Background: an optimization exercise with open tools, aiming at small area, a short achievable clock period and few clock cycles. Do not read the settings as production practice.
RTL that was checked went through simulation tests only; none was proved equivalent to the original.
Power and IR drop assume default switching activity.

// woled_ctrl
module woled_ctrl (
    input  wire        clk,
    input  wire        rst,
    input  wire        req_valid,
    output wire        req_ready,
    input  wire [95:0] req_desc,
    input  wire [15:0] req_len,        
    output reg         ev_valid,
    input  wire        ev_ready,
    output reg  [2:0]  ev_kind,
    output wire [15:0] ev_data,
    input  wire [1:0]  ev_fail,
    output wire [6:0]  pix_x,
    output wire [5:0]  pix_y,
    input  wire        pix_color,
    output wire [15:0] buf_idx,
    input  wire        buf_color,
    output wire [15:0] str_idx,
    input  wire [7:0]  str_byte,
    output wire [7:0]  glyph_ch,
    output wire [2:0]  glyph_row,
    input  wire [7:0]  glyph_bits
);
clock: 12.0 ns
lec_check: 0
cap_margin: 20
core_margin: 2
core_utilization: 40
slew_margin: 20
standard.sh (not shown) runs the stock make flow with config.mk's settings and CLKGATE_MAP_FILE= SYNTH_SCRIPT=/design/flow/synth_recipe.tcl, a recipe that flattens the netlist after the stock synthesis.
==> flow/flow/run.sh <==
#!/bin/bash
# Own layout flow: the standard layout (standard synthesis, floorplan,
# placement, CTS, routing, via standard.sh) with these changes to how the
# layout is made; the SDC and the clock period are unchanged:
#  - every input and output port still gets its own buffer, but a plain
#    small buffer cell instead of the delay cell buffer_ports picks by default;
#  - CTS builds the clock tree from smaller clock buffers;
#  - the core is smaller and the placement denser, for shorter wires.
# make's output goes to flow_standard.log; each ORFS step logs under orfs/logs.
set -euo pipefail
MARGIN=${MARGIN:-8.3}
PORTBUF=${PORTBUF:-sky130_fd_sc_hd__buf_1}
CTSBUF=${CTSBUF:-sky130_fd_sc_hd__clkbuf_8}
bash standard.sh SETUP_SLACK_MARGIN=$MARGIN "BUFFER_PORTS_ARGS=-buffer_cell $PORTBUF" \
  CTS_BUF_LIST=$CTSBUF CORE_UTILIZATION=${UTIL:-60} PLACE_DENSITY=${DENS:-0.75} finish > flow_standard.log 2>&1
Testbench counts at the start, summed over its fixed seeds: cycles 340,745.
Edit:
--- a/flow/design.v
+++ b/flow/design.v
@@ -128,20 +128,20 @@
     reg  [2:0]  pe3;                
     reg         col_end;            
     reg         col_last, pg_last;  
     assign pix_x     = col;
     assign pix_y     = {page, off};
     assign buf_idx   = bi[15:0];
     assign str_idx   = {3'd0, ti};
     assign glyph_ch  = ch;
     assign glyph_row = off;
-    wire [2:0]  tc   = col[2:0] - rx[2:0];
-    wire        gpix = glyph_bits[tc];   
+    reg  [7:0]  tcol;               
+    wire        gpix = |(glyph_bits & tcol);   
     wire        pix  = is_txt ? gpix : (is_sfb ? buf_color : pix_color);
     wire        fnow = (is_sfb || is_txt) && (unal || (is_sfb && ({1'b0, bi} >= {2'b00, rlen})));
     reg  [7:0]  byte_now;
     always @(*) begin
         byte_now = sr;
         byte_now[off] = pix;
         if (is_clr) byte_now = {8{c0b}};
     end
     wire        fault_now = !is_clr && ((off == 3'd7) ? fnow : cf);
@@ -159,18 +159,19 @@
     wire        bneg = bsub || msub;
     wire [20:0] bs2  = {3'd0, bi, 1'b1} + {bop, bneg};
     wire [19:0] bs   = bs2[20:1];
     wire [16:0] bnx  = (!bneg && (bs[19:17] != 3'd0)) ? 17'h1ffff : bs[16:0];
     always @(posedge clk) begin
         if (rst) begin
             prun <= 1'b0;
             pgb  <= 1'b0;
         end else if (pstart) begin
+            tcol    <= 8'd1;
             col     <= rx[6:0];
             page    <= ry[5:3];
             off     <= 3'd0;
             dir     <= 1'b0;
             col_end <= is_clr;
             bi      <= 17'd0;
             pgb     <= 1'b0;
             xe8r    <= xe8;
             pe_neg  <= pe_ng;
@@ -190,18 +191,19 @@
                     else begin
                         page    <= page + 3'd1;
                         col     <= rx[6:0];
                         off     <= 3'd0;
                         pgb     <= 1'b1;
                         bi      <= bnx;
                     end
                 end else begin
                     col     <= col + 7'd1;
+                    tcol    <= {tcol[6:0], tcol[7]};
                     dir     <= ~dir;
                     col_end <= is_clr;
                     bi      <= bnx;
                 end
             end else begin
                 off     <= dir ? off - 3'd1 : off + 3'd1;
                 col_end <= dir ? (off == 3'd1) : (off == 3'd6);
                 bi      <= bnx;
             end
After rerunning: The new run finished clean; non-clock buffer count came out lower by 12; final area came out higher by about 4%; global-route usage came out higher by 0.24 points; cell count came out higher by 4.7%; wire length came out higher by about 4%; setup slack improved by 16 ps; worst hold slack is about the same; clock-buffer cell count does not change.
For the second run of this note, only the layout was checked, not whether the RTL still works.

========
Starting RTL as in the previous note.
==> flow/config.mk <==
export PLATFORM = sky130hd
export DESIGN_NAME = woled_ctrl
export DESIGN_NICKNAME = woled_ctrl
export VERILOG_FILES = /design/flow/design.v
export SDC_FILE = /design/flow/constraint.sdc
export NUM_CORES = 4
export LEC_CHECK = 0
export CAP_MARGIN = 20
export CORE_MARGIN = 2
export CORE_UTILIZATION = 40
export SLEW_MARGIN = 20
==> flow/constraint.sdc <==
create_clock -name core_clock -period 12.0 [get_ports {clk}]
set_input_delay 2.4000 -clock core_clock [delete_from_list [all_inputs] [get_ports {clk}]]
set_output_delay 2.4000 -clock core_clock [all_outputs]
set_load 0.01 [all_outputs]
==> flow/flow/run.sh <==
#!/bin/bash
# Own layout flow: the standard layout (standard synthesis, floorplan,
# placement, CTS, routing, via standard.sh) with these changes to how the
# layout is made; the SDC and the clock period are unchanged:
#  - every input and output port still gets its own buffer, but a plain
#    small buffer cell instead of the delay cell buffer_ports picks by default;
#  - CTS builds the clock tree from smaller clock buffers;
#  - the core is smaller and the placement denser, for shorter wires.
# make's output goes to flow_standard.log; each ORFS step logs under orfs/logs.
set -euo pipefail
MARGIN=${MARGIN:-8}
PORTBUF=${PORTBUF:-sky130_fd_sc_hd__buf_1}
CTSBUF=${CTSBUF:-sky130_fd_sc_hd__clkbuf_8}
bash standard.sh SETUP_SLACK_MARGIN=$MARGIN "BUFFER_PORTS_ARGS=-buffer_cell $PORTBUF" \
  CTS_BUF_LIST=$CTSBUF CORE_UTILIZATION=${UTIL:-60} PLACE_DENSITY=${DENS:-0.75} finish > flow_standard.log 2>&1
Testbench counts at the start, summed over its fixed seeds: cycles 340,745.
Next try:
--- a/flow/design.v
+++ b/flow/design.v
@@ -19,25 +19,25 @@
     input  wire [7:0]  str_byte,
     output wire [7:0]  glyph_ch,
     output wire [2:0]  glyph_row,
     input  wire [7:0]  glyph_bits
 );
     localparam [2:0] EV_DC = 3'd0, EV_CS = 3'd1, EV_XFER = 3'd2, EV_DELAY = 3'd3,
                      EV_RSP = 3'd4, EV_HALT = 3'd5;
     localparam [3:0] C_BAD = 4'h0, C_INIT = 4'h1, C_SFC = 4'h2, C_SFB = 4'h3,
                      C_CLR = 4'h4, C_DSP = 4'h5, C_TXT = 4'h6;
     localparam [7:0] F_BUS = 8'h01, F_PIN = 8'h02, F_PINU = 8'h03, F_REQ = 8'h10,
                      F_STATE = 8'h11, F_ARG = 8'h12, F_ADAPTER = 8'h20;
     localparam [2:0] E_IDLE = 3'd0, E_CHECK = 3'd1, E_INIT = 3'd2, E_CMD = 3'd3,
-                     E_DATA = 3'd4, E_DEAD = 3'd5, E_CHK0 = 3'd6;
+                     E_DATA = 3'd4, E_DEAD = 3'd5;
     reg  [2:0]  st;
     reg  [4:0]  ph;
     reg         inited;
     reg         rdy;
     reg  [7:0]  ev_b;
     reg         e0, m;
     assign ev_data   = {8'd0, ev_b[7:1] & {7{m}}, e0};
     assign req_ready = rdy;
     reg  [3:0]  code;
     reg         c0b, c0h, c1b, c1h, rsvnz;
     reg  [15:0] rx, ry, rw, rh, rlen;
     wire [12:0] ti = rlen[12:0];    
@@ -67,25 +67,24 @@
     wire        pg_ne = (ry[15:6] == 10'd0) && (phw != 13'd0);
     wire        loop_ne = col_ne && pg_ne;
     wire        unal  = (ry[2:0] != 3'd0);
     wire f_c0z = !c0b && !c0h;
     wire f_c1z = !c1b && !c1h;
     wire f_xz  = (rx == 16'd0);
     wire f_yz  = (ry == 16'd0);
     wire f_wz  = (rw == 16'd0);
     wire f_hz  = (rh == 16'd0);
     wire f_xywh = f_xz & f_yz & f_wz & f_hz;
     reg         zero_ok, arg_ok;
     reg  [7:0]  chk_code;
-    reg  [1:0]  chk_r;              
     always @(*) begin
         zero_ok = !rsvnz && (code != C_BAD);
         arg_ok  = 1'b1;
         case (code)
             C_SFC, C_SFB: begin
                 zero_ok = zero_ok & f_c0z & f_c1z;
                 arg_ok  = !x_ovf && !y_ovf;
             end
             C_CLR: begin
                 zero_ok = zero_ok & f_c1z & f_xywh;
                 arg_ok  = !c0h;
             end
@@ -255,32 +254,31 @@
         a_b      = 8'd0;
         a_st     = st;
         a_ph     = ph;
         a_nxt    = 1'b0;
         a_pstart = 1'b0;
         a_inited = inited;
         if (failed) begin
             a_ld   = 1'b1;
             a_kind = EV_HALT;
             a_b    = {6'd0, fcode};
             a_st   = E_DEAD;
         end else case (st)
-            E_IDLE: if (rdy && req_valid) a_st = E_CHK0;
-            E_CHK0: a_st = E_CHECK;    
+            E_IDLE: if (rdy && req_valid) a_st = E_CHECK;
             E_CHECK: begin
                 a_ph = 5'd1;
-                if (chk_r != 2'd3) begin
+                if (chk_code != 8'd0) begin
                     a_ld   = 1'b1;
                     a_kind = EV_HALT;
-                    a_b    = {6'b000100, chk_r};
+                    a_b    = chk_code;
                     a_st   = E_DEAD;
                 end else if (code == C_INIT) begin
                     a_inited = 1'b1;
                     a_ld   = 1'b1;
                     a_kind = EV_DELAY;
                     a_b    = 8'd10;
                     a_st   = E_INIT;
                 end else if (code == C_DSP || (is_txt && f_wz)) begin
                     a_st = E_IDLE;
                 end else if (code[3]) begin
                     a_ld   = 1'b1;
                     a_kind = EV_RSP;
@@ -390,25 +388,24 @@
                 if (a_ld) begin
                     ev_kind <= a_kind;
                     m       <= !(a_pin && a_kind != EV_XFER);
                     e0      <= a_b[0];
                     if (!(a_pin && a_kind != EV_XFER)) ev_b <= a_b;
                 end
             end
             rdy    <= go && (a_st == E_IDLE) && !a_ld;
             nxt    <= free && a_nxt;
             pstart <= (free && a_pstart) || nxt;
             bvalid <= (bvalid || cap) && !(free && a_ld && st == E_DATA);
             more_chars <= is_txt && ((ti + 13'd1) != rw[12:0]);
-            chk_r      <= (chk_code == 8'd0) ? 2'd3 : chk_code[1:0];
         end
     end
     always @(posedge clk) begin
         if (rdy) begin
             code  <= (req_desc[7:5] == 3'd0 && req_desc[3] == 1'b0 &&
                       (req_desc[4] ? (req_desc[2:0] <= 3'd4)
                                    : (req_desc[2:0] != 3'd0 && req_desc[2:0] != 3'd7)))
                      ? {req_desc[4], req_desc[2:0]} : C_BAD;
             c0b   <= req_desc[8];
             c0h   <= |req_desc[15:9];
             c1b   <= req_desc[16];
             c1h   <= |req_desc[23:17];
- total power falls by roughly a tenth
- hold slack stays flat
- via count falls slightly
- combinational power falls by about a fifth
- clock power rises by a few percent
- setup slack got worse by 0.010 ns
- first-iteration DRC count rises by a little under a tenth
Testbench counts after the change, summed over its fixed seeds: cycles 340,417.

[afterwards: timing with drivers on the ports]
How much do the figures lean on ideal ports? The routed layouts below were timed once more, with nothing changed but the port constraints.
Step 1, drivers: a clkbuf_16 drives clk and a buf_2 each remaining input, both assumed.
Step 2 adds t to the input delays and takes it off the output delays; t is the mean of the earliest and latest rising clock arrival at the registers after step 1. Input paths then give back, and output paths get back, about the clock's delay inside the block.
Slacks: no drivers / after step 1 / after step 2; pairs: no drivers / after step 1.
| run | t (ns) | slack for setup (ns) | hold WS [ns] | worst register clock-pin slew, ns |
|---|---|---|---|---|
| the first run of note 1 | 0.534 | 8.222 / 8.245 / 7.712 | 0.557 / 0.557 / 0.557 | 0.11 / 0.11 |
| the second run of note 1 | 0.530 | 8.238 / 8.191 / 7.899 | 0.555 / 0.555 / 0.555 | 0.12 / 0.12 |
| the first run of note 2 | 0.530 | 8.135 / 8.090 / 7.630 | 0.587 / 0.587 / 0.587 | 0.12 / 0.12 |
| the second run of note 2 | 0.524 | 8.125 / 8.107 / 7.624 | 0.588 / 0.588 / 0.588 | 0.11 / 0.11 |
After both steps every run listed still meets setup and hold. For the first run of note 1, which loses most, drivers alone change the setup slack by +0.023 ns; drivers and shift together by -0.510 ns.
